Source: an optimization exercise on an open RTL-to-GDS flow (aim: small area, a short achievable clock period and few clock cycles per item). Production flows keep margins and buffers that such runs may drop.
Only simulation tests tie the RTL to the original design; equivalence was not proved.
Power and IR drop assume default switching activity.

### design.v
module cdh26_hill (
    input             clk,
    input             rst,
    input             cmd_valid,
    output reg        cmd_ready,
    input      [1:0]  cmd_op,
    input      [15:0] cmd_len,
    input      [31:0] k00,
    input      [31:0] k01,
    input      [31:0] k10,
    input      [31:0] k11,
    input             in_valid,
    output reg        in_ready,
    input      [7:0]  in_data,
    output reg        out_valid,
    output     [7:0]  out_data,
    output reg        done,
    output reg [1:0]  err,
    output     [15:0] olen,
    output reg [63:0] det,
    output reg [4:0]  detm,
    output reg [4:0]  dinv,
    output     [4:0]  ki00,
    output     [4:0]  ki01,
    output     [4:0]  ki10,
    output     [4:0]  ki11,
    output reg        kiv
);
    localparam OP_MDET = 2'd0, OP_MINV = 2'd1, OP_HENC = 2'd2, OP_HDEC = 2'd3;
    localparam [5:0] FILL_L = 6'd10;     
    function [5:0] lgb;
        input [4:0] a;
        begin
            lgb[0] = (a == 5'd2) | (a == 5'd5) | (a == 5'd6) | (a == 5'd7) | (a == 5'd8) | (a == 5'd11) | (a == 5'd15) | (a == 5'd18) | (a == 5'd19) | (a == 5'd20) | (a == 5'd21) | (a == 5'd24);
            lgb[1] = (a == 5'd4) | (a == 5'd7) | (a == 5'd8) | (a == 5'd10) | (a == 5'd11) | (a == 5'd12) | (a == 5'd17) | (a == 5'd20) | (a == 5'd21) | (a == 5'd23) | (a == 5'd24) | (a == 5'd25);
            lgb[2] = (a == 5'd3) | (a == 5'd6) | (a == 5'd11) | (a == 5'd12) | (a == 5'd16) | (a == 5'd19) | (a == 5'd24) | (a == 5'd25);
            lgb[3] = (a == 5'd5) | (a == 5'd7) | (a == 5'd9) | (a == 5'd10) | (a == 5'd18) | (a == 5'd20) | (a == 5'd22) | (a == 5'd23);
            lgb[4] = (a == 5'd0) | (a == 5'd13);
            lgb[5] = (a == 5'd1) | (a == 5'd3) | (a == 5'd5) | (a == 5'd7) | (a == 5'd9) | (a == 5'd11) | (a == 5'd13) | (a == 5'd15) | (a == 5'd17) | (a == 5'd19) | (a == 5'd21) | (a == 5'd23) | (a == 5'd25);
        end
    endfunction
    function [5:0] lgi;
        input [4:0] a;
        begin
            lgi[0] = (a == 5'd3) | (a == 5'd6) | (a == 5'd7) | (a == 5'd8) | (a == 5'd9) | (a == 5'd12) | (a == 5'd16) | (a == 5'd19) | (a == 5'd20) | (a == 5'd21) | (a == 5'd22) | (a == 5'd25);
            lgi[1] = (a == 5'd5) | (a == 5'd8) | (a == 5'd9) | (a == 5'd11) | (a == 5'd12) | (a == 5'd13) | (a == 5'd18) | (a == 5'd21) | (a == 5'd22) | (a == 5'd24) | (a == 5'd25) | (a == 5'd26);
            lgi[2] = (a == 5'd4) | (a == 5'd7) | (a == 5'd12) | (a == 5'd13) | (a == 5'd17) | (a == 5'd20) | (a == 5'd25) | (a == 5'd26);
            lgi[3] = (a == 5'd6) | (a == 5'd8) | (a == 5'd10) | (a == 5'd11) | (a == 5'd19) | (a == 5'd21) | (a == 5'd23) | (a == 5'd24);
            lgi[4] = (a == 5'd1) | (a == 5'd14);
            lgi[5] = (a == 5'd2) | (a == 5'd4) | (a == 5'd6) | (a == 5'd8) | (a == 5'd10) | (a == 5'd12) | (a == 5'd14) | (a == 5'd16) | (a == 5'd18) | (a == 5'd20) | (a == 5'd22) | (a == 5'd24) | (a == 5'd26);
        end
    endfunction
    function [3:0] ex13;
        input [4:0] a;
        begin
            ex13[0] = (a == 5'd0) | (a == 5'd4) | (a == 5'd7) | (a == 5'd8) | (a == 5'd9) | (a == 5'd11) | (a == 5'd12) | (a == 5'd16) | (a == 5'd19) | (a == 5'd20) | (a == 5'd21) | (a == 5'd23) | (a == 5'd24) | (a == 5'd28);
            ex13[1] = (a == 5'd1) | (a == 5'd4) | (a == 5'd5) | (a == 5'd7) | (a == 5'd10) | (a == 5'd11) | (a == 5'd13) | (a == 5'd16) | (a == 5'd17) | (a == 5'd19) | (a == 5'd22) | (a == 5'd23) | (a == 5'd25) | (a == 5'd28);
            ex13[2] = (a == 5'd2) | (a == 5'd5) | (a == 5'd6) | (a == 5'd9) | (a == 5'd11) | (a == 5'd14) | (a == 5'd17) | (a == 5'd18) | (a == 5'd21) | (a == 5'd23) | (a == 5'd26);
            ex13[3] = (a == 5'd3) | (a == 5'd6) | (a == 5'd7) | (a == 5'd8) | (a == 5'd10) | (a == 5'd15) | (a == 5'd18) | (a == 5'd19) | (a == 5'd20) | (a == 5'd22) | (a == 5'd27);
        end
    endfunction
    function [4:0] crt0;
        input [5:0] a;
        begin
            crt0[0] = (a == 6'd32) | (a == 6'd33) | (a == 6'd34) | (a == 6'd35) | (a == 6'd36) | (a == 6'd37) | (a == 6'd38) | (a == 6'd39) | (a == 6'd40) | (a == 6'd41) | (a == 6'd42) | (a == 6'd43) | (a == 6'd44) | (a == 6'd45) | (a == 6'd46) | (a == 6'd47) | (a == 6'd48) | (a == 6'd49) | (a == 6'd50) | (a == 6'd51) | (a == 6'd52) | (a == 6'd53) | (a == 6'd54) | (a == 6'd55) | (a == 6'd56);
            crt0[1] = (a == 6'd1) | (a == 6'd2) | (a == 6'd5) | (a == 6'd6) | (a == 6'd9) | (a == 6'd10) | (a == 6'd14) | (a == 6'd15) | (a == 6'd18) | (a == 6'd19) | (a == 6'd22) | (a == 6'd23) | (a == 6'd34) | (a == 6'd35) | (a == 6'd38) | (a == 6'd39) | (a == 6'd42) | (a == 6'd43) | (a == 6'd47) | (a == 6'd48) | (a == 6'd51) | (a == 6'd52) | (a == 6'd55) | (a == 6'd56);
            crt0[2] = (a == 6'd1) | (a == 6'd4) | (a == 6'd6) | (a == 6'd7) | (a == 6'd9) | (a == 6'd12) | (a == 6'd14) | (a == 6'd17) | (a == 6'd19) | (a == 6'd20) | (a == 6'd22) | (a == 6'd32) | (a == 6'd34) | (a == 6'd37) | (a == 6'd39) | (a == 6'd40) | (a == 6'd42) | (a == 6'd45) | (a == 6'd47) | (a == 6'd50) | (a == 6'd52) | (a == 6'd53) | (a == 6'd55);
            crt0[3] = (a == 6'd1) | (a == 6'd8) | (a == 6'd10) | (a == 6'd11) | (a == 6'd12) | (a == 6'd14) | (a == 6'd21) | (a == 6'd23) | (a == 6'd24) | (a == 6'd32) | (a == 6'd34) | (a == 6'd41) | (a == 6'd43) | (a == 6'd44) | (a == 6'd45) | (a == 6'd47) | (a == 6'd54) | (a == 6'd56);
            crt0[4] = (a == 6'd3) | (a == 6'd5) | (a == 6'd7) | (a == 6'd9) | (a == 6'd11) | (a == 6'd16) | (a == 6'd18) | (a == 6'd20) | (a == 6'd22) | (a == 6'd24) | (a == 6'd36) | (a == 6'd38) | (a == 6'd40) | (a == 6'd42) | (a == 6'd44) | (a == 6'd49) | (a == 6'd51) | (a == 6'd53) | (a == 6'd55);
        end
    endfunction
    function [4:0] crt1;
        input [5:0] a;
        begin
            crt1[0] = (a == 6'd0) | (a == 6'd1) | (a == 6'd2) | (a == 6'd3) | (a == 6'd4) | (a == 6'd5) | (a == 6'd6) | (a == 6'd7) | (a == 6'd8) | (a == 6'd9) | (a == 6'd10) | (a == 6'd11) | (a == 6'd12) | (a == 6'd13) | (a == 6'd14) | (a == 6'd15) | (a == 6'd16) | (a == 6'd17) | (a == 6'd18) | (a == 6'd19) | (a == 6'd20) | (a == 6'd21) | (a == 6'd22) | (a == 6'd23) | (a == 6'd24);
            crt1[1] = (a == 6'd1) | (a == 6'd2) | (a == 6'd5) | (a == 6'd6) | (a == 6'd9) | (a == 6'd10) | (a == 6'd14) | (a == 6'd15) | (a == 6'd18) | (a == 6'd19) | (a == 6'd22) | (a == 6'd23) | (a == 6'd32) | (a == 6'd33) | (a == 6'd36) | (a == 6'd37) | (a == 6'd40) | (a == 6'd41) | (a == 6'd44) | (a == 6'd45) | (a == 6'd46) | (a == 6'd49) | (a == 6'd50) | (a == 6'd53) | (a == 6'd54);
            crt1[2] = (a == 6'd1) | (a == 6'd4) | (a == 6'd6) | (a == 6'd7) | (a == 6'd9) | (a == 6'd12) | (a == 6'd14) | (a == 6'd17) | (a == 6'd19) | (a == 6'd20) | (a == 6'd22) | (a == 6'd32) | (a == 6'd35) | (a == 6'd37) | (a == 6'd38) | (a == 6'd40) | (a == 6'd43) | (a == 6'd45) | (a == 6'd48) | (a == 6'd50) | (a == 6'd51) | (a == 6'd53) | (a == 6'd56);
            crt1[3] = (a == 6'd1) | (a == 6'd8) | (a == 6'd10) | (a == 6'd11) | (a == 6'd12) | (a == 6'd14) | (a == 6'd21) | (a == 6'd23) | (a == 6'd24) | (a == 6'd32) | (a == 6'd39) | (a == 6'd41) | (a == 6'd42) | (a == 6'd43) | (a == 6'd44) | (a == 6'd45) | (a == 6'd52) | (a == 6'd54) | (a == 6'd55) | (a == 6'd56);
            crt1[4] = (a == 6'd3) | (a == 6'd5) | (a == 6'd7) | (a == 6'd9) | (a == 6'd11) | (a == 6'd16) | (a == 6'd18) | (a == 6'd20) | (a == 6'd22) | (a == 6'd24) | (a == 6'd34) | (a == 6'd36) | (a == 6'd38) | (a == 6'd40) | (a == 6'd42) | (a == 6'd44) | (a == 6'd47) | (a == 6'd49) | (a == 6'd51) | (a == 6'd53) | (a == 6'd55);
        end
    endfunction
    function [4:0] mul16;
        input [4:0] a;
        begin
            mul16[0] = 1'b0;
            mul16[1] = (a == 5'd2) | (a == 5'd3) | (a == 5'd5) | (a == 5'd6) | (a == 5'd9) | (a == 5'd12) | (a == 5'd15) | (a == 5'd16) | (a == 5'd18) | (a == 5'd19) | (a == 5'd22) | (a == 5'd25);
            mul16[2] = (a == 5'd2) | (a == 5'd3) | (a == 5'd4) | (a == 5'd9) | (a == 5'd10) | (a == 5'd11) | (a == 5'd15) | (a == 5'd16) | (a == 5'd17) | (a == 5'd22) | (a == 5'd23) | (a == 5'd24);
            mul16[3] = (a == 5'd4) | (a == 5'd7) | (a == 5'd8) | (a == 5'd9) | (a == 5'd12) | (a == 5'd17) | (a == 5'd20) | (a == 5'd21) | (a == 5'd22) | (a == 5'd25);
            mul16[4] = (a == 5'd1) | (a == 5'd3) | (a == 5'd6) | (a == 5'd8) | (a == 5'd11) | (a == 5'd14) | (a == 5'd16) | (a == 5'd19) | (a == 5'd21) | (a == 5'd24);
        end
    endfunction
    function [4:0] add26;
        input [4:0] a;
        input [4:0] b;
        reg [5:0] s;
        begin
            s = a + b;
            add26 = (s >= 6'd26) ? s - 6'd26 : s[4:0];
        end
    endfunction
    function [4:0] inv26;
        input [4:0] d;
        begin
            case (d)
                5'd1:  inv26 = 5'd1;
                5'd3:  inv26 = 5'd9;
                5'd5:  inv26 = 5'd21;
                5'd7:  inv26 = 5'd15;
                5'd9:  inv26 = 5'd3;
                5'd11: inv26 = 5'd19;
                5'd15: inv26 = 5'd7;
                5'd17: inv26 = 5'd23;
                5'd19: inv26 = 5'd11;
                5'd21: inv26 = 5'd5;
                5'd23: inv26 = 5'd17;
                5'd25: inv26 = 5'd25;
                default: inv26 = 5'd0;
            endcase
        end
    endfunction
    function [4:0] hstep;
        input [4:0] m;
        input [3:0] d;
        input       n;
        reg [4:0] f;
        reg [5:0] t;
        begin
            f = mul16(m);
            if (n) begin
                t = {1'b0, f} - {2'b0, d};
                hstep = (f < {1'b0, d}) ? t[4:0] + 5'd26 : t[4:0];
            end else begin
                t = {1'b0, f} + {2'b0, d};
                hstep = (t >= 6'd26) ? t[4:0] - 5'd26 : t[4:0];
            end
        end
    endfunction
    localparam S_IDLE = 2'd0, S_PRE = 2'd1, S_TXT = 2'd2, S_POST = 2'd3;
    reg [1:0]  st;
    reg [4:0]  p;           
    reg [1:0]  op;
    reg        f_s;         
    reg        f_r;         
    reg        c_m11, c_m10, c_dinv;  
    reg        i_detm, i_k1, i_k2;    
    reg        w_detm, w_k1, w_k2;    
    reg        w_txt;
    reg        cpa;         
    reg [1:0]  cpk;
    reg        cy;
    wire [15:0] oh16 = 16'd1 << p[3:0];
    function [15:0] evn;
        input [31:0] x;
        integer k;
        begin
            for (k = 0; k < 16; k = k + 1) evn[k] = x[2*k];
        end
    endfunction
    function [15:0] odd;
        input [31:0] x;
        integer k;
        begin
            for (k = 0; k < 16; k = k + 1) odd[k] = x[2*k+1];
        end
    endfunction
    reg [1:0]  dg2, dg3;                
    reg [3:0]  md0, md1, md2, md3;      
    wire [7:0] oh8 = 8'd1 << ~p[2:0];    
    function [3:0] dsel4;
        input [31:0] x;
        input [7:0]  oh;
        integer k, b;
        begin
            for (b = 0; b < 4; b = b + 1) begin
                dsel4[b] = 1'b0;
                for (k = 0; k < 8; k = k + 1) dsel4[b] = dsel4[b] | (x[4*k+b] & oh[k]);
            end
        end
    endfunction
    reg        cprev, dprev;            
    reg  [3:0]  Sx;
    wire [35:0] S = {Sx, det[63:32]};    
    reg  [35:0] C;
    wire da = dg3[0] ^ dprev;                                   
    wire db = (dg3[1] & ~dg3[0] & ~dprev) | (~dg3[1] & dg3[0] & dprev);    
    wire dn = dg3[1] & ~(dg3[0] & dprev);                       
    wire ca = dg2[0] ^ cprev;
    wire cb = (dg2[1] & ~dg2[0] & ~cprev) | (~dg2[1] & dg2[0] & cprev);
    wire cn = ~dg2[1] & (dg2[0] | cprev);                       
    wire [32:0] xa = ({33{da}} & {k00[31], k00}) | ({33{db}} & {k00, 1'b0});
    wire [32:0] xb = ({33{ca}} & {k01[31], k01}) | ({33{cb}} & {k01, 1'b0});
    wire [35:0] rowA = {1'b1, 1'b0, ~(xa[32] ^ dn), xa ^ {33{dn}}};
    wire [35:0] rowB = {1'b0, 1'b0, ~(xb[32] ^ cn), xb ^ {33{cn}}};
    wire [37:0] s1, c1, s2, c2;
    assign c1[0] = dn;
    assign c2[0] = cn;
    genvar j;
    generate
        for (j = 0; j < 37; j = j + 1) begin : g_csa
            wire s_j = (j < 36) ? S[j] : 1'b0;
            wire c_j = (j < 36) ? C[j] : 1'b0;
            wire a_j = (j < 36) ? rowA[j] : 1'b0;
            wire b_j = (j < 36) ? rowB[j] : 1'b0;
            assign s1[j]   = s_j ^ c_j ^ a_j;
            assign c1[j+1] = (s_j & c_j) | (s_j & a_j) | (c_j & a_j);
            assign s2[j]   = s1[j] ^ c1[j] ^ b_j;
            assign c2[j+1] = (s1[j] & c1[j]) | (s1[j] & b_j) | (c1[j] & b_j);
        end
    endgenerate
    assign s1[37] = 1'b0;
    assign s2[37] = c1[37];
    reg  [1:0] ps, pc;
    reg        f_low;
    wire [2:0] low = {1'b0, ps} + {1'b0, pc} + {2'b0, cy};
    wire [8:0] csum = {1'b0, S[7:0]} + {1'b0, C[7:0]} + {8'd0, (cpk == 2'd0) ? low[2] : cy};
    reg [4:0] m00, m01, m10, m11;       
    assign ki00 = m00;
    assign ki01 = m01;
    assign ki10 = m10;
    assign ki11 = m11;
    wire       negc = (op != OP_HENC);
    reg [7:0]  rem_lo, rem_hi;
    reg        lq_v;
    reg [5:0]  lq;              
    reg        have_v0, ph2;
    reg [5:0]  v0, v1;
    reg [7:0]  np_lo;
    reg [6:0]  np_hi;
    reg [4:0]  od;
    assign out_data = {3'b010, od};
    assign olen = {np_hi, np_lo, 1'b0};
    wire take = in_valid & in_ready;
    wire in_letter = (in_data[7:6] == 2'b01) && (in_data[4:0] != 5'd0) && (in_data[4:0] <= 5'd26);
    wire rem_lz = (rem_lo == 8'd0);
    wire rem_z  = rem_lz & (rem_hi == 8'd0);
    wire rem_1  = (rem_lo == 8'd1) & (rem_hi == 8'd0);
    wire txt   = (st == S_TXT);
    wire henc  = (op == OP_HENC);
    wire fill  = txt & ~ph2 & ~lq_v & have_v0 & rem_z & henc;
    wire pairA = txt & ~ph2 & ((lq_v & have_v0) | fill);
    wire cpa_busy = cpa & (cpk != 2'd3);
    wire kbusy = ~henc & (p < 5'd17);        
    wire fin   = txt & ~lq_v & ~ph2 & rem_z & ~(have_v0 & henc) & ~cpa_busy & ~kbusy;
    wire supp  = (op == OP_HDEC) & ~kiv;     
    wire [4:0] xb0 = (c_m10 | ph2 | i_k2) ? m10 : (c_m11 ? m11 : (c_dinv ? dinv : m00));
    wire [4:0] xb1 = (ph2 | i_k1) ? m11 : m01;
    wire [5:0] xl0 = lgb(xb0);
    wire [5:0] xl1 = lgb(xb1);
    wire [5:0] yl0 = v0;
    wire [5:0] yl1 = (ph2 | i_detm | i_k1 | i_k2) ? v1 : (fill ? FILL_L : lq);
    wire [4:0] sl0 = xl0[3:0] + yl0[3:0];
    wire [4:0] sl1 = xl1[3:0] + yl1[3:0] + (i_k2 ? 5'd6 : 5'd0);
    wire [3:0] pr0 = (xl0[4] | yl0[4]) ? 4'd0 : ex13(sl0);
    wire [3:0] pr1 = (xl1[4] | yl1[4]) ? 4'd0 : ex13(sl1);
    reg  [3:0] P0, P1;
    reg        PP0, PP1;
    wire [4:0] psum = P0 + P1;
    wire [4:0] w   = crt0({PP0 ^ PP1, psum});
    wire [4:0] w1  = crt1({PP0 ^ PP1, psum});
    wire [4:0] wl0 = crt0({PP0, 1'b0, P0});
    wire [4:0] wl1 = crt0({PP1, 1'b0, P1});
    always @(posedge clk) begin
        md0  <= dsel4(k00, oh8);
        md1  <= dsel4(k01, oh8);
        md2  <= dsel4(k10, oh8);
        md3  <= dsel4(k11, oh8);
        dg2  <= {|(odd(k10) & oh16), |(evn(k10) & oh16)};
        dg3  <= {|(odd(k11) & oh16), |(evn(k11) & oh16)};
        lq   <= lgi(in_data[4:0]);
        P0   <= pr0;
        P1   <= pr1;
        PP0  <= xl0[5] & yl0[5];
        PP1  <= xl1[5] & yl1[5];
    end
    always @(posedge clk) begin
        if (st == S_IDLE) begin
            {Sx, det[63:32]} <= 36'h4_0000_0000;
            C <= 36'd0;
            cy <= 1'b0;
            cprev <= 1'b0;
            dprev <= 1'b0;
        end else if (f_s) begin
            {Sx, det[63:32]} <= s2[37:2];
            C <= c2[37:2];
            cprev <= dg2[1];
            dprev <= dg3[1];
        end else if (cpa) begin
            det[63:32] <= {csum[7:0], det[63:40]};
            C <= {8'd0, C[35:8]};
        end
        ps <= s2[1:0];
        pc <= c2[1:0];
        f_low <= f_s;
        if (st == S_IDLE) cy <= 1'b0;
        else if (cpa) cy <= csum[8];
        else if (f_low) cy <= low[2];
        if (f_low) det[31:0] <= {low[1:0], det[31:2]};
    end
    always @(posedge clk) begin
        if (st == S_IDLE) begin
            m00 <= k00[31] ? 5'd25 : 5'd0;
            m01 <= k01[31] ? 5'd25 : 5'd0;
            m10 <= k10[31] ? ((cmd_op != OP_HENC) ? 5'd1 : 5'd25) : 5'd0;
            m11 <= k11[31] ? 5'd25 : 5'd0;
        end else if (f_r) begin
            m00 <= hstep(m00, md0, 1'b0);
            m01 <= hstep(m01, md1, 1'b0);
            m10 <= hstep(m10, md2, negc);
            m11 <= hstep(m11, md3, 1'b0);
        end else if (w_k1) begin
            m11 <= wl0;
            m00 <= wl1;
        end else if (w_k2) begin
            m10 <= wl0;
            m01 <= wl1;
        end
    end
    always @(posedge clk) begin
        if (w_detm) begin
            detm <= w;
            dinv <= inv26(w);
            kiv  <= w[0] && (w != 5'd13);
        end
    end
    always @(posedge clk) begin
        done      <= 1'b0;
        out_valid <= 1'b0;
        cmd_ready <= 1'b0;
        f_s    <= 1'b0;
        f_r    <= 1'b0;
        i_detm <= 1'b0; i_k1 <= 1'b0; i_k2 <= 1'b0;
        c_m11 <= 1'b0; c_m10 <= 1'b0; c_dinv <= 1'b0;
        w_detm <= i_detm; w_k1 <= i_k1; w_k2 <= i_k2;
        w_txt  <= 1'b0;
        lq_v   <= take & in_letter;
        if (p != 5'd31) p <= p + 5'd1;
        if (w_txt) begin
            od        <= w1;
            out_valid <= !supp;
        end
        if (cpa) begin
            cpk <= cpk + 2'd1;
            if (cpk == 2'd3) cpa <= 1'b0;
        end
        if (~henc) begin
            c_m11  <= (p == 5'd8);
            c_m10  <= (p == 5'd9);
            i_detm <= (p == 5'd10);
            c_dinv <= (p == 5'd12);
            i_k1   <= (p == 5'd13);
            i_k2   <= (p == 5'd14);
        end
        if (rst) begin
            st        <= S_IDLE;
            p         <= 5'd0;
            in_ready  <= 1'b0;
            have_v0   <= 1'b0;
            ph2       <= 1'b0;
            lq_v      <= 1'b0;
            cpa       <= 1'b0;
            w_detm <= 1'b0; w_k1 <= 1'b0; w_k2 <= 1'b0;
            out_valid <= 1'b0;
        end else begin
            case (st)
                S_IDLE: begin
                    p  <= 5'd0;
                    op <= cmd_op;
                    i_detm <= 1'b0; i_k1 <= 1'b0; i_k2 <= 1'b0;
                    c_m11 <= 1'b0; c_m10 <= 1'b0; c_dinv <= 1'b0;
                    if (cmd_valid) begin
                        st  <= S_PRE;
                        p   <= 5'd1;
                        f_s <= 1'b1;
                        f_r <= 1'b1;
                    end
                end
                S_PRE: begin
                    if (cmd_ready) begin
                        f_r      <= henc;
                        rem_lo   <= cmd_len[7:0];
                        rem_hi   <= cmd_len[15:8];
                        np_lo    <= 8'd0;
                        np_hi    <= 7'd0;
                        have_v0  <= 1'b0;
                        ph2      <= 1'b0;
                        cpa      <= ~henc;
                        cpk      <= 2'd0;
                        if (op[1]) begin
                            in_ready <= (cmd_len != 16'd0);
                            st       <= S_TXT;
                        end else begin
                            st       <= S_POST;
                        end
                    end else if (!cmd_valid) begin
                        st <= S_IDLE;
                        p  <= 5'd0;
                    end else begin
                        if (p == (henc ? 5'd6 : 5'd15)) cmd_ready <= 1'b1;
                        f_s <= (p <= 5'd15);
                        f_r <= (p <= 5'd7);
                    end
                end
                S_POST: begin
                    if (!cpa_busy && !(op == OP_MINV && kbusy)) begin
                        done <= 1'b1;
                        err  <= (op == OP_MINV && !kiv) ? 2'd1 : 2'd0;
                        st   <= S_IDLE;
                        p    <= 5'd0;
                    end
                end
                default: begin   
                    if (take) begin
                        rem_lo   <= rem_lo - 8'd1;
                        if (rem_lz) rem_hi <= rem_hi - 8'd1;
                        in_ready <= !rem_1;
                    end
                    if (lq_v && !have_v0) begin
                        v0      <= lq;
                        have_v0 <= 1'b1;
                    end
                    if (ph2) begin
                        ph2   <= 1'b0;
                        w_txt <= 1'b1;
                    end else if (pairA) begin
                        v1      <= fill ? FILL_L : lq;
                        ph2     <= 1'b1;
                        have_v0 <= 1'b0;
                        w_txt   <= 1'b1;
                        if (!supp) begin
                            np_lo <= np_lo + 8'd1;
                            if (np_lo == 8'hff) np_hi <= np_hi + 7'd1;
                        end
                    end
                    if (fin) begin
                        done     <= 1'b1;
                        st       <= S_IDLE;
                        p        <= 5'd0;
                        in_ready <= 1'b0;
                        have_v0  <= 1'b0;
                        if (op == OP_HDEC && (!kiv || have_v0)) begin
                            err   <= kiv ? 2'd2 : 2'd1;
                            np_lo <= 8'd0;
                            np_hi <= 7'd0;
                        end else begin
                            err   <= 2'd0;
                        end
                    end
                end
            endcase
        end
        if (c_m11 | c_dinv) v0 <= xl0;
        if (c_m10 | c_dinv) v1 <= xl0;
    end
endmodule
### flow/run.sh
#!/bin/bash
# The standard synthesis and layout, with two changes to how the layout is
# made (the clock and constraints are the standard flow's own constraint.sdc/config.mk):
#  * ORFS's repair_timing is asked for a larger setup slack than the clock
#    needs, so that it sizes and buffers the paths that set the period the
#    design achieves;
#  * the port buffers that buffer_ports inserts are buf_1 cells (upsized by
#    repair where timing needs it) instead of the default delay-buffer cell.
set -euo pipefail
bash standard.sh synth > synth.log 2>&1
bash standard.sh SETUP_SLACK_MARGIN=14.6 "BUFFER_PORTS_ARGS=-buffer_cell sky130_fd_sc_hd__buf_1" finish > layout.log 2>&1
### standard.sh
#!/bin/bash
# synth_recipe.tcl (not shown) runs the flow's synth.tcl, then flattens the netlist and writes it again
# the make line also repeats each setting of config.mk as NAME=value (left out here)
make -C /OpenROAD-flow-scripts/flow DESIGN_CONFIG=/design/flow/config.mk WORK_HOME=/design/flow/orfs CLKGATE_MAP_FILE= SYNTH_SCRIPT=/design/flow/synth_recipe.tcl "${@:-finish}"
### config.mk
export PLATFORM = sky130hd
export DESIGN_NAME = cdh26_hill
export DESIGN_NICKNAME = cdh26_hill
export VERILOG_FILES = /design/flow/design.v
export SDC_FILE = /design/flow/constraint.sdc
export NUM_CORES = 4
export LEC_CHECK = 0
export CAP_MARGIN = 20
export CORE_MARGIN = 2
export CORE_UTILIZATION = 40
export CTS_CLUSTER_DIAMETER = 60
export CTS_CLUSTER_SIZE = 30
export SLEW_MARGIN = 20
### constraint.sdc
create_clock -name core_clock -period 20.0 [get_ports {clk}]
set_input_delay 4.0000 -clock core_clock [delete_from_list [all_inputs] [get_ports {clk}]]
set_output_delay 4.0000 -clock core_clock [all_outputs]
set_load 0.01 [all_outputs]
==> results.tsv, run 1 <==
stage	metric	value	unit
route	totalWireLength	62.06	mm
yosys	synth_top_flop_cell	dfxtp_1	
setup_path	worstPathMaxFanout	3	
global_route	antenna_found_initial	1	
sta	hold_viol_final	0	
final_layout	final_core_utilization	46.40	%
yosys	yosysSeqAreaShare	31.86	%
yosys	syn-mean-instance-area	8.787	um2
sta	holdWs	0.4476	ns
route	wl_per_cell	19.97	um
setup_path	path_delay_family	adder cells	
yosys	synth_area	0.01982	mm2
sta	max_freq	183.7	MHz
setup_path	worst-path-buf-inv	2	
route	antenna_left	0	
route	drt_iter0_drc	1626	
final_layout	drive_gt1_share	10.02	%
yosys	ys_seq_elements	258	
final_layout	final_nets	2723	
setup_path	cp.arrival	5.90	ns
sta	finalCriticalPeriod	5.443	ns
route	drc	0	
route	first_pass_iters	11	
yosys	synth_top_family_by_area	compound AO/OA/AOI/OAI gates	
setup_path	worst_ep_required_time	20.45	ns
route	wl_met3	3.980	mm
sta	worst_pin_slew	1.095	ns
die	core	0.04895	mm2
sta	rsz0062_at_grt	yes	
route	routed.top_layer	met5	
global_route	grt-ovfl-total	0	
sta	setup_viol	0	
yosys	synthXorXnorAreaFrac	6.229	%
setup_path	crit_type	in -> reg	
sta	setup_tns	0	ns
sta	slew_violations	0	
power_and_ir_drop	p_leak	0.008385	uW
run	max_cap_violations	0	
sta	fin_skew	0.02061	ns
placed_design	io_buffers	277	
yosys	syn_inst	2256	
final_layout	antennaDiodeCount	0	
cts	clkTransAtPathRegs	0.07	ns
yosys	synth_fa_ha_area_share	12.35	%
yosys	ys_types	81	
global_route	grt_use_total	23.48	%
hold_path	hp-class	reg -> reg	
cts	cts_buffers	29	
cts	clock-root-buffer	clkbuf_16	
yosys	synth-compound-area-share	20.83	%
setup_path	cp.depth	8	
cts	cts.htree.levels	1	
final_layout	final_design_area_no_fill	0.02271	mm2
die	die_w	226.6	um
placed_design	dp_slack	13.65	ns
cts	insertion_delay	0.59	ns
yosys	synth_edf_count	115	
cts	clock_path_buffers	3	
die	start_util	40.50	%
sta	timing.final.ws_setup	14.56	ns
die	io-pin-count	283	
route	wl_met2	28.99	mm
setup_path	critPathSlowestCell	fa_1	
placed_design	placed_cell_area	0.02130	mm2
global_route	grt_max_degree	100	
yosys	synth_mux_area_share	6.608	%
cts	cts_tree	built	
die	dieArea	0.05136	mm2
yosys	ys.warnings.count	1	
route	avgViaCountPerCell	5.748	
route	wl_met1	27.19	mm
final_layout	area_growth	14.58	%
global_route	grt_pass1_vias	16470	
sta	fin_crit_sh	27.21	%
sta	max_slew_margin	26.98	%
cts	cts_sinks	258	
global_route	grt_pass1_wl	94.19	mm
setup_path	start_kind	input port	
power_and_ir_drop	power_density	121.6	mW/mm2
yosys	post_synth_and_or_nand_nor_area_fraction	15.68	%
setup_path	r2r_cells	18	
power_and_ir_drop	vdd_drop_max	0.1070	mV
setup_path	max_stage_delay	0.48	ns
setup_path	worstSetupEndpointType	register	
hold_path	hold_depth	0	
status	status	timing/DRC/antenna clean	
placed_design	hpwl	46.49	mm
route	vias	17870	
placed_design	place_congestion	0.9336	
die	fp.dieH	226.6	um
die	rows	81	
yosys	async_flop_share	0	%
setup_path	cp_cell_sequence	buf_1, a22oi_2, xnor2_1, fa_1, inv_1, fa_2, a21oi_1, nor2_1	
-- Yosys cell counts, types with 20 or more instances --
cell type    n  area, um2
nor2_1     253      949.7
a21oi_1    189      945.9
nand2_1    156      585.6
dfxtp_1    143       2863
clkbuf_1   141      529.3
edfxtp_1   115       3453
xnor2_1    113      989.7
o21ai_0    106      530.5
mux2i_1    105       1051
inv_1      102      382.9
fa_1        82       1642
a22oi_1     81      608.1
ha_1        62      775.7
nand3_1     47      235.2
nor3_1      41      205.2
a222oi_1    38      380.4
buf_4       36      270.3
nand2b_1    33      206.5
xor2_1      28      245.2
a31oi_1     23      143.9
mux2_2      21      236.5
nor4_1      20      125.1
-- cell families (layout without fill, tap and decap cells) --
| family | count (synthesis) | in the layout |
|---|---|---|
| AO/OA/AOI/OAI | 619 | 619 |
| XOR/XNOR | 141 | 141 |
| adder cells (fa/ha/maj) | 147 | 147 |
| buffers and inverters | 298 | 484 |
| flip-flops | 258 | 258 |
| multiplexers | 127 | 127 |
| other | 2 | 4 |
| AND/OR/NAND/NOR | 664 | 664 |
-- state kept, by name, indices dropped and copies added, names as in the netlist, 6 cells and up --
register	cells
det	64
C	35
np_lo	8
rem_hi	8
rem_lo	8
np_hi	7
lq	6
v0	6
v1	6
-- final cells by class --
type | count | area (um2)
Timing Repair Buffer | 326 | 1445
Tap cell | 664 | 830.8
Multi-Input combinational cell | 1702 | 12690
Fill cell | 4749 | 26240
Clock buffer | 34 | 775.7
Clock inverter | 20 | 254.0
Inverter | 104 | 390.4
Sequential cell | 258 | 6325
-- power by group --
group / internal [uW] / switching [uW]
Sequential: 622 / 58.4
Clock: 316 / 255
Combinational: 587 / 923
-- layer usage --
metal	GRT usage, %	vias to the layer above
li1	-	8474
met5	0	-
met2	39.03	697
met1	31.70	8594
met4	6.600	2
met3	3.447	99
-- worst paths after layout --
kind             start      end  slack (ns)
max reg2reg  rem_hi[0]    P1[3]       15.10
min reg2reg    det[18]  det[16]        0.45
max            k00[28]  det[58]       14.56
min            det[18]  det[16]        0.45
-- stage by stage --
step	std cells	total power, uW
3_3_place_gp	3029	2106
4_1_cts	3098	2741
2_1_floorplan	2258	1779
3_5_place_dp	3029	2138
5_1_grt	3108	2958
6_report	3108	2761
-- cells in the final DEF (no fill, tap or decap), types with 33 or more instances in the layout --
cell | synthesis | routed
xnor2_1 | 113 | 95
dfxtp_1 | 143 | 140
buf_1 | 15 | 270
edfxtp_1 | 115 | 115
a21oi_1 | 189 | 188
nor2_1 | 253 | 252
nor3_1 | 41 | 40
a222oi_1 | 38 | 38
nand2b_1 | 33 | 33
inv_1 | 102 | 102
a22oi_1 | 81 | 51
ha_1 | 62 | 58
buf_4 | 36 | 48
mux2i_1 | 105 | 104
o21ai_0 | 106 | 105
nand3_1 | 47 | 47
fa_1 | 82 | 51
nand2_1 | 156 | 156
-- what timing repair did --
| action | 4_1_cts | 5_1_grt |
|---|---|---|
| setup buffers | 15 | 9 |
| pin swaps | 2 | 12 |
| setup endpoints to repair | 36 | 17 |
| hold buffers | 0 | 0 |
| resized for setup | 18 | 15 |
Testbench counts, summed over its fixed seeds: cycles 19,372, commands 480.
==> run 2: changes to the inputs <==
--- a/config.mk
+++ b/config.mk
@@ -6,8 +6,7 @@
 export NUM_CORES = 4
 export LEC_CHECK = 0
+export ABC_CLOCK_PERIOD_IN_PS = 5000
 export CAP_MARGIN = 20
 export CORE_MARGIN = 2
 export CORE_UTILIZATION = 40
-export CTS_CLUSTER_DIAMETER = 60
-export CTS_CLUSTER_SIZE = 30
 export SLEW_MARGIN = 20
==> results.tsv, run 2 <==
stage	metric	value	unit
status	status	timing/DRC/antenna clean	
setup_path	reg2reg_from	rem_hi[0]	
power_and_ir_drop	power_density	121.4	mW/mm2
cts	clock_path_buffers	3	
yosys	synth_edf_count	115	
route	wl_per_cell	19.96	um
setup_path	rrSetupSlack	15.08	ns
placed_design	place_congestion	0.9336	
placed_design	io_buffers	277	
final_layout	drive_gt1_share	9.890	%
yosys	yosysSeqAreaShare	31.86	%
setup_path	worst_ep_required_time	20.42	ns
setup_path	cp_cell_sequence	buf_1, a22oi_2, xnor2_1, fa_1, inv_1, fa_2, a21oi_1, nor2_1	
global_route	antenna_found_initial	1	
yosys	synth.most_common_cell	nor2_1	
final_layout	area_growth	14.53	%
setup_path	max_stage_delay	0.49	ns
final_layout	layout.cells.non_filler	3111	
final_layout	num-fill-cells	4761	
yosys	syn_inst	2256	
sta	worst_pin_slew	1.069	ns
global_route	grt_max_degree	100	
final_layout	layout_commonest_cell	buf_1	
sta	slew_violations	0	
sta	setup_viol	0	
yosys	async_flop_share	0	%
placed_design	hpwl	46.49	mm
setup_path	start_kind	input port	
sta	fin_crit_sh	27.51	%
hold_path	hold_depth	0	
die	rows	81	
yosys	ys_seq_elements	258	
power_and_ir_drop	p_leak	0.008399	uW
hold_path	hp-class	reg -> reg	
sta	fin_skew	0.01817	ns
cts	clock-root-buffer	clkbuf_16	
die	start_util	40.50	%
route	totalWireLength	62.10	mm
final_layout	final_design_area_no_fill	0.02270	mm2
sta	max_freq	181.7	MHz
setup_path	worstPathMaxFanout	3	
global_route	grt-ovfl-total	0	
yosys	synth_top_flop_cell	dfxtp_1	
placed_design	placedCellCount	3029	
final_layout	regMostFlops	det	
cts	cts_buffers	31	
yosys	synth_top_cells_by_count	253 x nor2_1, 189 x a21oi_1, 156 x nand2_1, 143 x dfxtp_1, 141 x clkbuf_1	
power_and_ir_drop	vdd_drop_max	0.06954	mV
placed_design	placed_cell_area	0.02130	mm2
run	max_cap_violations	0	
die	io-pin-count	283	
sta	timing.final.ws_setup	14.50	ns
die	die_w	226.6	um
setup_path	critPathSlowestCell	fa_1	
global_route	grt_pass1_vias	16530	
cts	cts_sinks	258	
cts	insertion_delay	0.59	ns
route	avgViaCountPerCell	5.735	
route	vias	17840	
final_layout	largest_reg_flops	64	
sta	rsz0062_at_grt	yes	
hold_path	hp-start	det[18]	
yosys	ys_types	81	
route	drc	0	
final_layout	final_cell_mix	269 x buf_1, 252 x nor2_1, 188 x a21oi_1, 156 x nand2_1, 140 x dfxtp_1	
final_layout	top_regs	det x64, C x35	
sta	max_slew_margin	28.77	%
cts	cts_tree	built	
setup_path	worstSetupEndpointType	register	
cts	ctsHoldBuffers	0	
setup_path	r2r_cells	18	
sta	hold_viol_final	0	
final_layout	final_nets	2724	
yosys	ys.warnings.count	1	
setup_path	cp.arrival	5.93	ns
cts	clkTransAtPathRegs	0.06	ns
setup_path	r2r-end	P1[3]	
route	antenna_left	0	
yosys	synth_top_area_share	17.42	%
yosys	synth_area	0.01982	mm2
placed_design	dp_slack	13.65	ns
die	core	0.04895	mm2
sta	finalCriticalPeriod	5.502	ns
die	fp.dieH	226.6	um
yosys	netlist_top_cells_area	edfxtp_1 17%, dfxtp_1 14%, fa_1 8.3%	
setup_path	crit_type	in -> reg	
yosys	yosysTopAreaCell	edfxtp_1	
final_layout	antennaDiodeCount	0	
global_route	grt_pass1_wl	94.29	mm
global_route	grt_use_total	23.50	%
die	dieArea	0.05136	mm2
cts	cts.htree.levels	1	
route	first_pass_iters	9	
sta	setup_tns	0	ns
hold_path	hold_path_end	det[16]	
yosys	syn-mean-instance-area	8.787	um2
route	drt_iter0_drc	1638	
==> run 2: cell counts after synthesis <==
Identical to the previous run, type by type.
==> run 2: layout make-up <==
type | instances | area (um2) | share of cell area (%)
clock buffer | 54 | 1017 | 4.480
clock inverter | 4 | 25.02 | 0.1102
inverter | 104 | 390.4 | 1.719
multi-input combinational | 1702 | 12690 | 55.87
sequential | 258 | 6325 | 27.86
tap | 664 | 830.8 | 3.659
timing repair buffer | 325 | 1430 | 6.299
==> run 2: logic make-up after synthesis <==
family,Yosys count,synth area share (%)
flip-flops,258,31.86
multiplexers,127,6.608
AO/OA/AOI/OAI,619,20.83
buffers and inverters,298,6.400
adder cells (fa/ha/maj),147,12.35
AND/OR/NAND/NOR,664,15.68
other,2,0.03788
XOR/XNOR,141,6.230
==> run 2: worst max-delay path by stage <==
stage,slack [ns],start,cells past startpoint,end
2_1_floorplan,14.47,k00[31],6,det[63]
3_3_place_gp,13.61,k00[31],8,det[61]
3_5_place_dp,13.65,k00[31],8,det[61]
4_1_cts,14.50,k00[7],7,det[37]
5_1_grt,14.52,k00[31],7,det[63]
6_report,14.50,k00[28],8,det[58]
==> run 2: critical path: cells and delay by family <==
kind,cells,cell delay (ns)
AOI/OAI and AO/OA,2,0.25
xor gates and xnor gates,1,0.40
adders and majority gates,2,0.92
buffers and inverters,2,0.30
and+or+nand+nor,1,0.05
==> run 2: through the flow <==
stage	total power, uW	hold slack [ns]	util [%]
after CTS	2739	0.4476	45.98
after global placement	2106	0.4276	43.52
after floorplan	1779	0.3290	-
after global routing	2961	0.4552	46.38
after detailed placement	2138	0.4338	43.52
final	2757	0.4442	46.38
==> run 2: repair_timing <==
action,4_1_cts,5_1_grt
gates resized for setup,11,18
setup endpoints to repair,39,23
setup buffers,15,8
pin swaps,1,7
==> run 2: layer usage <==
metal	share of wire, %	vias to the layer above	global-route usage [%]
met5	0.013	-	0
met4	2.9	2	7.364
met3	7.0	85	3.266
met2	47	764	38.90
met1	43	8522	31.70
li1	-	8469	-
==> run 2: where the power goes <==
part / internal (uW) / switching [uW] / total (uW)
combinational: 586 / 918 / 1500
clock: 343 / 229 / 572
sequential: 622 / 58.9 / 681
total: 1550 / 1210 / 2760
==> run 3: changes to the inputs <==
--- a/config.mk
+++ b/config.mk
@@ -6,5 +6,4 @@
 export NUM_CORES = 4
 export LEC_CHECK = 0
-export ABC_CLOCK_PERIOD_IN_PS = 5000
 export CAP_MARGIN = 20
 export CORE_MARGIN = 2
==> results.tsv, run 3 <==
stage	metric	value	unit
sta	hold_viol_final	0	
sta	max_slew_margin	28.77	%
final_layout	num-fill-cells	4761	
yosys	syn_inst	2256	
global_route	grt-ovfl-total	0	
die	fp.dieH	226.6	um
final_layout	top_regs	det x64, C x35	
sta	slew_violations	0	
setup_path	cp.arrival	5.93	ns
power_and_ir_drop	vdd_drop_max	0.06954	mV
final_layout	final_cell_mix	269 x buf_1, 252 x nor2_1, 188 x a21oi_1, 156 x nand2_1, 140 x dfxtp_1	
power_and_ir_drop	p_total	2757	uW
sta	rsz0062_at_grt	yes	
route	avgViaCountPerCell	5.735	
final_layout	area_growth	14.53	%
global_route	grt_pass1_wl	94.29	mm
global_route	grt_use_total	23.50	%
run	max_cap_violations	0	
setup_path	startpoint	k00[28]	
die	start_util	40.50	%
final_layout	drive_gt1_share	9.890	%
route	vias	17840	
placed_design	io_buffers	277	
route	wl_per_cell	19.96	um
final_layout	regMostFlops	det	
final_layout	final_core_utilization	46.38	%
global_route	antenna_found_initial	1	
sta	max_freq	181.7	MHz
cts	cts_sinks	258	
route	drc	0	
final_layout	layout_commonest_cell	buf_1	
cts	clock_path_buffers	3	
die	rows	81	
setup_path	worstPathMaxFanout	3	
setup_path	worstSetupEndpointType	register	
yosys	synth-compound-area-share	20.83	%
cts	clkTransAtPathRegs	0.06	ns
yosys	synth_top_area_share	17.42	%
yosys	synth_area	0.01982	mm2
cts	cts.htree.levels	1	
yosys	synth_edf_count	115	
power_and_ir_drop	p_leak	0.008399	uW
yosys	synthXorXnorAreaFrac	6.229	%
final_layout	final_nets	2724	
final_layout	antennaDiodeCount	0	
sta	setup_viol	0	
placed_design	hpwl	46.49	mm
setup_path	worst_ep_required_time	20.42	ns
hold_path	hp-class	reg -> reg	
yosys	synth.most_common_cell	nor2_1	
placed_design	place_congestion	0.9336	
route	totalWireLength	62.10	mm
yosys	post_synth_and_or_nand_nor_area_fraction	15.68	%
yosys	synth_top_cells_by_count	253 x nor2_1, 189 x a21oi_1, 156 x nand2_1, 143 x dfxtp_1, 141 x clkbuf_1	
die	io-pin-count	283	
sta	fin_skew	0.01817	ns
cts	clock-root-buffer	clkbuf_16	
yosys	yosysTopAreaCell	edfxtp_1	
sta	finalCriticalPeriod	5.502	ns
power_and_ir_drop	power_density	121.4	mW/mm2
yosys	syn-mean-instance-area	8.787	um2
final_layout	largest_reg_flops	64	
route	drt_iter0_drc	1638	
route	antenna_left	0	
status	status	timing/DRC/antenna clean	
yosys	netlist_top_cells_area	edfxtp_1 17%, dfxtp_1 14%, fa_1 8.3%	
yosys	synth_fa_ha_area_share	12.35	%
cts	cts_buffers	31	
die	core	0.04895	mm2
setup_path	reg2reg_from	rem_hi[0]	
yosys	ys_seq_elements	258	
sta	setup_tns	0	ns
cts	cts_tree	built	
yosys	ys_types	81	
setup_path	crit_type	in -> reg	
cts	ctsHoldBuffers	0	
yosys	ys.warnings.count	1	
yosys	synth_mux_area_share	6.608	%
sta	worst_pin_slew	1.069	ns
cts	insertion_delay	0.59	ns
setup_path	start_kind	input port	
yosys	async_flop_share	0	%
yosys	synth_top_family_by_area	compound AO/OA/AOI/OAI gates	
sta	fin_crit_sh	27.51	%
global_route	grt_max_degree	100	
yosys	synth_top_flop_cell	dfxtp_1	
die	dieArea	0.05136	mm2
hold_path	hp-start	det[18]	
route	first_pass_iters	9	
global_route	grt_pass1_vias	16530	
die	die_w	226.6	um
yosys	yosysSeqAreaShare	31.86	%
-- run 3: logic make-up after synthesis --
| kind of cell | after synthesis |
|---|---|
| buf+inv | 298 |
| simple gates | 664 |
| flops | 258 |
| other cells | 2 |
| fa+ha+maj | 147 |
| compound gates | 619 |
| mux | 127 |
| xor+xnor | 141 |
-- run 3: path summary, 6_finish.rpt --
path | endpoint | slack (ns) | cells after the start
worst max-delay path | det[58] | 14.50 | 8
worst min-delay path | det[16] | 0.44 | 0
worst max register to register | P1[3] | 15.08 | 18
worst min register to register | det[16] | 0.44 | 0
-- run 3: layer usage --
metal	vias to the layer above	global-route usage, %	part of all wire, %
li1	8469	-	-
met1	8522	31.70	43
met2	764	38.90	47
met3	85	3.266	7.0
met4	2	7.364	2.9
met5	-	0	0.013
-- run 3: where the power goes --
part	total [uW]	switching (uW)	internal, uW
Combinational	1500	918	586
Clock	572	229	343
Sequential	681	58.9	622
Total	2760	1210	1550
-- run 3: through the flow --
step | cell area, um2 | instances | worst slack, ns | hold slack, ns
final | 22700 | 3111 | 14.50 | 0.4442
after floorplan | 20080 | 2258 | 14.47 | 0.3290
after CTS | 22510 | 3102 | 14.50 | 0.4476
after global routing | 22700 | 3111 | 14.52 | 0.4552
after detailed placement | 21300 | 3029 | 13.65 | 0.4338
after global placement | 21300 | 3029 | 13.61 | 0.4276
-- run 3: area by class of cell --
| class | instances | area [um2] | share of cell area [%] |
|---|---|---|---|
| Clock inverter | 4 | 25.02 | 0.1102 |
| Multi-Input combinational cell | 1702 | 12690 | 55.87 |
| Clock buffer | 54 | 1017 | 4.480 |
| Tap cell | 664 | 830.8 | 3.659 |
| Timing Repair Buffer | 325 | 1430 | 6.299 |
| Inverter | 104 | 390.4 | 1.719 |
| Sequential cell | 258 | 6325 | 27.86 |
-- run 3: what timing repair did --
action                                 in CTS  in global routing
setup endpoints to repair                  39                 23
endpoints found under the hold margin       0                  0
gates cloned                                0                  0
pin swaps                                   1                  7
buffers inserted                           15                  8
gates resized for setup                    11                 18
-- run 3: critical path, stage by stage --
cell and delay (ns):
buf_1 0.21, a22oi_2 0.12, xnor2_1 0.40, fa_1 0.49, inv_1 0.09, fa_2 0.43, a21oi_1 0.13, nor2_1 0.05
==> run 4: changes to the inputs <==
--- a/config.mk
+++ b/config.mk
@@ -6,6 +6,6 @@
 export NUM_CORES = 4
 export LEC_CHECK = 0
-export CAP_MARGIN = 20
+export CAP_MARGIN = 5
 export CORE_MARGIN = 2
 export CORE_UTILIZATION = 40
-export SLEW_MARGIN = 20
+export SLEW_MARGIN = 5
==> results.tsv, run 4 <==
stage	metric	value	unit
power_and_ir_drop	vdd_drop_max	0.06957	mV
global_route	grt_pass1_vias	16530	
route	drt_iter0_drc	1667	
status	status	timing/DRC/antenna clean	
sta	worst_pin_slew	1.151	ns
power_and_ir_drop	power_density	121.5	mW/mm2
power_and_ir_drop	p_total	2755	uW
placed_design	io_buffers	277	
route	avgViaCountPerCell	5.722	
yosys	ys.warnings.count	1	
setup_path	cp.arrival	5.97	ns
yosys	synth_top_area_share	17.42	%
yosys	synth_top_flop_cell	dfxtp_1	
setup_path	reg2reg_from	ph2	
cts	clkTransAtPathRegs	0.06	ns
cts	cts.htree.levels	1	
final_layout	top_regs	det x64, C x35	
global_route	use_met1	31.70	%
route	antenna_left	0	
hold_path	hp-class	reg -> reg	
route	vias	17790	
setup_path	path_delay_family	adder cells	
sta	max_freq	183.0	MHz
final_layout	layout_commonest_cell	buf_1	
die	start_util	40.50	%
die	rows	81	
sta	hold_viol_final	0	
global_route	grt.busiest_layer	met2	
global_route	antenna_found_initial	1	
die	io-pin-count	283	
sta	finalCriticalPeriod	5.464	ns
final_layout	final_design_area_no_fill	0.02267	mm2
placed_design	hpwl	46.49	mm
final_layout	regMostFlops	det	
cts	cts_tree	built	
final_layout	largest_reg_flops	64	
final_layout	drive_gt1_share	9.812	%
yosys	ys_seq_elements	258	
die	core	0.04895	mm2
yosys	syn_inst	2256	
die	fp.dieH	226.6	um
route	totalWireLength	61.99	mm
yosys	yosysTopAreaCell	edfxtp_1	
placed_design	placedCellCount	3029	
placed_design	placed_cell_area	0.02130	mm2
setup_path	start_kind	input port	
global_route	grt_max_degree	100	
setup_path	worstSetupEndpointType	register	
yosys	synth_top_cells_by_count	253 x nor2_1, 189 x a21oi_1, 156 x nand2_1, 143 x dfxtp_1, 141 x clkbuf_1	
setup_path	worst-path-buf-inv	1	
global_route	grt_use_total	23.50	%
setup_path	worstPathMaxFanout	3	
setup_path	worst_ep_required_time	20.51	ns
final_layout	antennaDiodeCount	0	
setup_path	cp_cell_sequence	buf_1, a22oi_2, xnor2_1, fa_1, fa_2, a21oi_1, nor2_1	
yosys	syn-mean-instance-area	8.787	um2
sta	fin_skew	0.01807	ns
sta	fin_crit_sh	27.32	%
cts	insertion_delay	0.59	ns
sta	setup_tns	0	ns
run	max_cap_violations	0	
setup_path	critPathSlowestCell	fa_2	
cts	cts_sinks	258	
global_route	use_met3	3.266	%
final_layout	area_growth	14.36	%
yosys	synth.most_common_cell	nor2_1	
yosys	synth_area	0.01982	mm2
cts	cts_buffers	31	
yosys	synth_edf_count	115	
global_route	grt_use_met2	38.90	%
power_and_ir_drop	p_leak	0.008397	uW
sta	max_slew_margin	21.06	%
yosys	yosysSeqAreaShare	31.86	%
sta	rsz0062_at_grt	yes	
die	dieArea	0.05136	mm2
route	first_pass_iters	9	
die	die_w	226.6	um
yosys	ys_types	81	
final_layout	layout.cells.non_filler	3110	
sta	setup_viol	0	
final_layout	final_nets	2723	
yosys	async_flop_share	0	%
sta	slew_violations	0	
yosys	netlist_top_cells_area	edfxtp_1 17%, dfxtp_1 14%, fa_1 8.3%	
cts	clock-root-buffer	clkbuf_16	
setup_path	max_stage_delay	0.53	ns
global_route	grt-ovfl-total	0	
placed_design	place_congestion	0.9336	
hold_path	hp-start	det[18]	
setup_path	startpoint	k00[22]	
final_layout	final_cell_mix	268 x buf_1, 252 x nor2_1, 188 x a21oi_1, 156 x nand2_1, 140 x dfxtp_1	
global_route	grt_pass1_wl	94.29	mm
cts	clock_path_buffers	3	
setup_path	crit_type	in -> reg	
route	drc	0	
route	wl_per_cell	19.93	um
-- run 4: cell counts after synthesis --
Identical to the previous run, type by type.
-- run 4: kinds of logic (layout without fill, tap and decap cells) --
family	after synthesis	in the layout	share of synthesized area (%)
AO/OA/AOI/OAI	619	619	20.83
XOR/XNOR	141	141	6.230
adder cells (fa/ha/maj)	147	147	12.35
buffers and inverters	298	486	6.400
flip-flops	258	258	31.86
multiplexers	127	127	6.608
other	2	4	0.03788
AND/OR/NAND/NOR	664	664	15.68
-- run 4: worst reg2reg max path, stage by stage (launching register included) --
cell,delay (ns)
dfxtp_1,0.37
nor2_1,0.59
mux2i_1,1.02
xnor2_1,0.13
o31ai_1,0.25
nand2_1,0.08
nand2_1,0.15
fa_1,0.47
ha_1,0.32
a21o_1,0.15
a21oi_1,0.23
xor2_1,0.47
nor4_1,0.09
a211oi_1,0.22
a31oi_1,0.07
a31oi_1,0.18
nor2_1,0.07
-- run 4: worst paths after layout --
kind / end / slack [ns] / cells after the start
worst max-delay path: det[52] / 14.54 / 7
worst max register to register: P1[1] / 15.02 / 16
worst min register to register: det[16] / 0.44 / 0
worst min-delay path: det[16] / 0.44 / 0
-- run 4: repair_timing --
item	in CTS	in global routing
pin swaps	1	11
gates resized for setup	11	20
buffers inserted	15	8
hold buffers	0	0
setup endpoints to repair	39	37
endpoints found under the hold margin	0	0
-- run 4: layout make-up --
class | instances | area, um2
Timing Repair Buffer | 324 | 1406
Sequential cell | 258 | 6325
Tap cell | 664 | 830.8
Clock buffer | 54 | 1017
Clock inverter | 4 | 25.02
Inverter | 104 | 390.4
Multi-Input combinational cell | 1702 | 12680
Fill cell | 4768 | 26280
-- run 4: stage by stage --
step	util [%]	worst slack (ns)	hold WS, ns
2_1_floorplan	-	14.47	0.3290
6_report	46.32	14.54	0.4442
4_1_cts	45.98	14.50	0.4476
3_3_place_gp	43.52	13.61	0.4276
5_1_grt	46.32	14.49	0.4552
3_5_place_dp	43.52	13.65	0.4338
-- run 4: report_power, final --
part | switching [uW] | leakage, uW | internal, uW
Clock | 229 | 0.000518 | 343
Combinational | 918 | 0.00561 | 584
Sequential | 58.9 | 0.00226 | 622
-- run 4: routing by layer --
layer,share of wire (%),vias to the layer above
li1,-,8460
met1,43,8493
met2,47,754
met3,7.3,85
met4,3.0,2
met5,0.013,-
==> run 5: changes to the inputs <==
--- a/flow/run.sh
+++ b/flow/run.sh
@@ -9,3 +9,3 @@
 set -euo pipefail
 bash standard.sh synth > synth.log 2>&1
-bash standard.sh SETUP_SLACK_MARGIN=14.6 "BUFFER_PORTS_ARGS=-buffer_cell sky130_fd_sc_hd__buf_1" finish > layout.log 2>&1
+bash standard.sh SETUP_SLACK_MARGIN=14.7 "BUFFER_PORTS_ARGS=-buffer_cell sky130_fd_sc_hd__buf_1" finish > layout.log 2>&1
--- a/config.mk
+++ b/config.mk
@@ -6,6 +6,6 @@
 export NUM_CORES = 4
 export LEC_CHECK = 0
-export CAP_MARGIN = 5
+export CAP_MARGIN = 20
 export CORE_MARGIN = 2
 export CORE_UTILIZATION = 40
-export SLEW_MARGIN = 5
+export SLEW_MARGIN = 20
==> results.tsv, run 5 <==
stage	metric	value	unit
sta	holdWs	0.4470	ns
route	avgViaCountPerCell	5.769	
global_route	grt_pass1_wl	96.71	mm
yosys	synth_top_cells_by_count	253 x nor2_1, 189 x a21oi_1, 156 x nand2_1, 143 x dfxtp_1, 141 x clkbuf_1	
global_route	use_met1	33.07	%
setup_path	reg2reg_from	rem_hi[0]	
status	status	timing/DRC/antenna clean	
global_route	grt.busiest_layer	met2	
setup_path	worstSetupEndpointType	register	
global_route	grt-ovfl-total	0	
yosys	synth_top_area_share	17.42	%
cts	insertion_delay	0.56	ns
sta	max_freq	186.0	MHz
sta	fin_crit_sh	26.88	%
cts	clock_path_buffers	3	
yosys	synth.most_common_cell	nor2_1	
yosys	syn_inst	2256	
power_and_ir_drop	p_total	2791	uW
global_route	antenna_found_initial	0	
power_and_ir_drop	vdd_drop_max	0.05702	mV
route	wl_per_cell	20.22	um
power_and_ir_drop	power_density	121.8	mW/mm2
die	die_w	226.6	um
cts	clkTransAtPathRegs	0.06	ns
die	start_util	40.50	%
yosys	yosysSeqAreaShare	31.86	%
sta	setup_viol	0	
placed_design	placed_cell_area	0.02129	mm2
final_layout	area_growth	15.54	%
global_route	grt_pass1_vias	16820	
die	core	0.04895	mm2
sta	rsz0062_at_grt	yes	
final_layout	final_cell_mix	252 x nor2_1, 245 x buf_1, 183 x a21oi_1, 156 x nand2_1, 135 x dfxtp_1	
route	drt_iter0_drc	1645	
yosys	synth_top_flop_cell	dfxtp_1	
setup_path	cp_cell_sequence	buf_8, a22oi_2, xnor2_2, fa_2, fa_2, a21oi_2, nor2_1	
run	max_cap_violations	0	
placed_design	place_congestion	0.9301	
sta	setup_tns	0	ns
cts	cts.htree.levels	2	
setup_path	max_stage_delay	0.64	ns
sta	worst_pin_slew	1.128	ns
global_route	grt_max_degree	88	
setup_path	path_delay_family	adder cells	
setup_path	worst-path-buf-inv	1	
cts	ctsHoldBuffers	0	
yosys	ys_types	81	
placed_design	dp_slack	13.73	ns
route	totalWireLength	62.90	mm
route	first_pass_iters	9	
hold_path	hp-start	det[11]	
yosys	ys_seq_elements	258	
setup_path	worstPathMaxFanout	3	
yosys	ys.warnings.count	1	
setup_path	start_kind	input port	
cts	cts_tree	built	
sta	max_slew_margin	24.79	%
sta	fin_skew	0.02122	ns
die	io-pin-count	283	
cts	clock-root-buffer	clkbuf_16	
sta	hold_viol_final	0	
sta	finalCriticalPeriod	5.375	ns
final_layout	regMostFlops	det	
setup_path	startpoint	k00[8]	
final_layout	num-fill-cells	4717	
global_route	grt_use_total	24.23	%
route	antenna_left	0	
yosys	async_flop_share	0	%
sta	slew_violations	0	
setup_path	crit_type	in -> reg	
die	dieArea	0.05136	mm2
final_layout	top_regs	det x64, C x35	
final_layout	drive_gt1_share	11.77	%
route	vias	17950	
setup_path	worst_ep_required_time	20.40	ns
yosys	syn-mean-instance-area	8.787	um2
placed_design	hpwl	46.82	mm
setup_path	critPathSlowestCell	fa_2	
hold_path	hp-class	reg -> reg	
final_layout	largest_reg_flops	64	
yosys	netlist_top_cells_area	edfxtp_1 17%, dfxtp_1 14%, fa_1 8.3%	
route	drc	0	
cts	cts_buffers	34	
final_layout	final_nets	2722	
power_and_ir_drop	p_leak	0.008531	uW
yosys	synth_area	0.01982	mm2
yosys	yosysTopAreaCell	edfxtp_1	
die	fp.dieH	226.6	um
sta	timing.final.ws_setup	14.62	ns
final_layout	layout_commonest_cell	nor2_1	
final_layout	final_design_area_no_fill	0.02290	mm2
placed_design	io_buffers	277	
setup_path	cp.arrival	5.78	ns
die	rows	81	
cts	cts_sinks	258	
setup_path	path_common_cell	fa_2	
yosys	synth_edf_count	115	
global_route	grt_use_met2	39.01	%
global_route	use_met3	3.421	%
-- run 5: kinds of logic after synthesis --
kind of cell | synth area share, %
compound gates | 20.83
xor+xnor | 6.230
fa+ha+maj | 12.35
buf+inv | 6.400
flops | 31.86
mux | 6.608
other cells | 0.03788
simple gates | 15.68
-- run 5: repair_timing --
item	CTS	global route
pin swaps	32	42
resized for setup	61	38
setup buffers	21	0
endpoints found under the setup margin	72	42
-- run 5: report_power, final --
group,internal [uW],switching (uW),total [uW]
Sequential,622,59.6,682
Combinational,588,921,1510
Clock,348,252,600
Total,1560,1230,2790
-- run 5: worst paths after layout --
check | to | slack [ns] | depth (start not counted)
worst max-delay path | det[38] | 14.62 | 7
worst min-delay path | det[9] | 0.45 | 0
worst max register to register | P1[1] | 15.06 | 20
worst min register to register | det[9] | 0.45 | 0
-- run 5: cell type report --
cell class                      instances  area [um2]  area share (%)
Clock inverter                         15       128.9          0.5627
Timing Repair Buffer                  320        1473           6.430
Antenna cell                            1       2.502         0.01093
Clock buffer                           47       949.7           4.146
Sequential cell                       258        6331           27.64
Tap cell                              664       830.8           3.627
Inverter                              104       391.6           1.710
Multi-Input combinational cell       1702       12800           55.87
-- run 5: stage by stage --
step,std cells,utilization (%)
floorplan,2258,-
global placement,3027,43.50
detailed placement,3027,43.50
CTS,3110,46.56
global route,3110,46.79
finish,3111,46.79
-- run 5: worst register-to-register path, cell delays in order, from the launching register on --
cell	delay (ns)
edfxtp_1	0.42
inv_1	0.08
ha_1	0.17
or3b_2	0.50
nor3_1	0.27
nand3_1	0.25
nor3_1	0.47
nor2_1	0.11
nor2_1	0.12
a21oi_1	0.09
fa_1	0.50
inv_1	0.04
ha_1	0.21
a21o_1	0.18
a21oi_1	0.32
xnor2_1	0.32
nor2_1	0.17
a211oi_1	0.27
a31oi_1	0.06
a31oi_1	0.20
nor2_1	0.07
-- run 5: layer usage --
layer	part of all wire, %	wire length (um)	vias to the layer above
met5	0	0	-
met1	44	27460	8651
met3	6.7	4199	93
met2	47	29280	732
met4	3.1	1965	0
li1	-	-	8472
==> run 6: changes to the inputs <==
==> flow/run.sh (replaced) <==
#!/bin/bash
set -euo pipefail
bash standard.sh synth > synth.log 2>&1
bash standard.sh SETUP_SLACK_MARGIN=14.7 "BUFFER_PORTS_ARGS=-buffer_cell sky130_fd_sc_hd__buf_1" finish > layout.log 2>&1
--- a/config.mk
+++ b/config.mk
@@ -6,6 +6,6 @@
 export NUM_CORES = 4
 export LEC_CHECK = 0
-export CAP_MARGIN = 20
+export CAP_MARGIN = 5
 export CORE_MARGIN = 2
 export CORE_UTILIZATION = 40
-export SLEW_MARGIN = 20
+export SLEW_MARGIN = 5
==> results.tsv, run 6 <==
stage	metric	value	unit
final_layout	final_nets	2722	
placed_design	place_congestion	0.9301	
setup_path	worst_ep_required_time	20.41	ns
cts	cts_buffers	34	
die	core	0.04895	mm2
yosys	ys_seq_elements	258	
global_route	grt_pass1_wl	96.71	mm
power_and_ir_drop	power_frac_seq	24.4	%
sta	max_slew_margin	23.27	%
final_layout	largest_reg_flops	64	
cts	insertion_delay	0.56	ns
power_and_ir_drop	combPwrFrac	54.1	%
yosys	synth_area	0.01982	mm2
yosys	synth_edf_count	115	
yosys	ys_types	81	
route	vias	17960	
cts	ctsHoldBuffers	0	
cts	cts_sinks	258	
setup_path	worst-path-buf-inv	2	
cts	cts_tree	built	
final_layout	layout_commonest_cell	nor2_1	
yosys	syn_inst	2256	
global_route	grt_max_degree	88	
route	drt_iter0_drc	1629	
setup_path	crit_type	in -> reg	
sta	fin_skew	0.02383	ns
die	die_w	226.6	um
cts	clock-root-buffer	clkbuf_16	
setup_path	worstSetupEndpointType	register	
final_layout	num-fill-cells	4716	
yosys	async_flop_share	0	%
yosys	synth_top_flop_cell	dfxtp_1	
setup_path	cp_cell_sequence	buf_2, a22oi_2, xnor2_1, fa_1, inv_1, fa_2, a21oi_1, nor2_1	
route	totalWireLength	62.87	mm
sta	max_freq	183.9	MHz
die	io-pin-count	283	
route	avgViaCountPerCell	5.775	
setup_path	cp.arrival	5.85	ns
setup_path	rrSetupSlack	15.01	ns
route	first_pass_iters	8	
hold_path	hp-class	reg -> reg	
die	fp.dieH	226.6	um
status	status	timing/DRC/antenna clean	
power_and_ir_drop	vdd_drop_max	0.05816	mV
sta	finalCriticalPeriod	5.438	ns
cts	cts.htree.levels	2	
placed_design	placedCellCount	3027	
global_route	grt_pass1_vias	16820	
power_and_ir_drop	p_sw	1232	uW
final_layout	layout.cells.non_filler	3110	
power_and_ir_drop	swShare	44.16	%
global_route	antenna_found_initial	0	
setup_path	start_kind	input port	
power_and_ir_drop	power_density	121.9	mW/mm2
sta	worst_pin_slew	1.142	ns
die	start_util	40.50	%
global_route	grt_use_total	24.23	%
final_layout	drive_gt1_share	11.77	%
final_layout	antennaDiodeCount	0	
die	rows	81	
final_layout	area_growth	15.47	%
sta	setup_viol	0	
yosys	synth.most_common_cell	nor2_1	
sta	setup_tns	0	ns
global_route	grt-ovfl-total	0	
route	wl_per_cell	20.22	um
yosys	netlist_top_cells_area	edfxtp_1 17%, dfxtp_1 14%, fa_1 8.3%	
setup_path	worstPathMaxFanout	3	
route	drc	0	
yosys	yosysTopAreaCell	edfxtp_1	
sta	hold_viol_final	0	
yosys	synth_top_cells_by_count	253 x nor2_1, 189 x a21oi_1, 156 x nand2_1, 143 x dfxtp_1, 141 x clkbuf_1	
setup_path	path_delay_family	adder cells	
yosys	ys.warnings.count	1	
final_layout	top_regs	det x64, C x35	
cts	clock_path_buffers	3	
sta	slew_violations	0	
final_layout	regMostFlops	det	
placed_design	hpwl	46.82	mm
yosys	synth_top_area_share	17.42	%
sta	rsz0062_at_grt	yes	
run	max_cap_violations	0	
final_layout	final_cell_mix	252 x nor2_1, 244 x buf_1, 182 x a21oi_1, 156 x nand2_1, 135 x dfxtp_1	
setup_path	critPathSlowestCell	fa_1	
setup_path	max_stage_delay	0.51	ns
sta	fin_crit_sh	27.19	%
yosys	syn-mean-instance-area	8.787	um2
power_and_ir_drop	p_int	1559	uW
yosys	yosysSeqAreaShare	31.86	%
cts	clkTransAtPathRegs	0.06	ns
power_and_ir_drop	pwr-share-clk	21.5	%
route	antenna_left	0	
die	dieArea	0.05136	mm2
placed_design	io_buffers	277	
power_and_ir_drop	p_leak	0.008527	uW
## run 6: kinds of logic (layout without fill, tap and decap cells)
group	after synthesis	count (layout)	synth area share, %
AND/OR/NAND/NOR	664	664	15.68
adder cells (fa/ha/maj)	147	147	12.35
other	2	4	0.03788
XOR/XNOR	141	141	6.230
flip-flops	258	258	31.86
AO/OA/AOI/OAI	619	619	20.83
multiplexers	127	127	6.608
buffers and inverters	298	486	6.400
## run 6: repair_timing
action | 4_1_cts | 5_1_grt
setup buffers | 21 | 0
endpoints found under the setup margin | 72 | 40
hold endpoints to repair | 0 | 0
pin swaps | 32 | 48
resized for setup | 61 | 39
## run 6: path summary, 6_finish.rpt
kind | startpoint | to | depth (start not counted)
setup / recovery | k00[28] | det[58] | 8
hold / removal | det[11] | det[9] | 0
setup reg to reg | rem_hi[0] | P1[1] | 20
hold reg to reg | det[11] | det[9] | 0
## run 6: worst register-to-register path, delay by kind of cell (launching register included)
family | cells | cell delay [ns]
DFF | 1 | 0.42
and+or+nand+nor | 8 | 2.00
AOI/OAI and AO/OA | 6 | 1.13
adders and majority gates | 3 | 0.88
buffers and inverters | 2 | 0.12
xor gates and xnor gates | 1 | 0.33
## run 6: final cells by class
type	count	area (um2)	share of cell area, %
Clock buffer	47	949.7	4.149
Clock inverter	15	128.9	0.5630
Inverter	104	390.4	1.705
Multi-Input combinational cell	1702	12790	55.87
Sequential cell	258	6331	27.66
Tap cell	664	830.8	3.629
Timing Repair Buffer	320	1471	6.428
## run 6: power groups by stage
stage	logic (uW)	clock network (uW)	registers (uW)
6_report	1510	600	682
3_5_place_dp	1420	0	719
2_1_floorplan	1110	0	673
4_1_cts	1490	615	681
3_3_place_gp	1390	0	716
5_1_grt	1680	631	687
## run 6: through the flow
step	cell area, um2	utilization (%)	hold slack [ns]	setup slack [ns]	total power (uW)
floorplan	20080	-	0.3290	14.46	1779
detailed placement	21290	43.50	0.4347	13.73	2138
finish	22890	46.76	0.4470	14.56	2791
global route	22890	46.76	0.4556	14.54	2994
CTS	22790	46.56	0.4482	14.62	2784
global placement	21290	43.50	0.4284	13.73	2101
## run 6: routing by layer
layer / global-route usage, % / vias up / share of wire (%)
li1: - / 8474 / -
met1: 33.07 / 8651 / 44
met4: 8.850 / 0 / 3.1
met3: 3.421 / 101 / 6.3
met2: 39.01 / 733 / 46
met5: 0 / - / 0

Setup slack of run 6, layout unchanged: 14.562 ns with ideal ports, 14.597 ns with driving cells assumed (clock clkbuf_16, inputs buf_2), 13.987 ns with port delays also shifted by the 0.610 ns mid clock arrival.
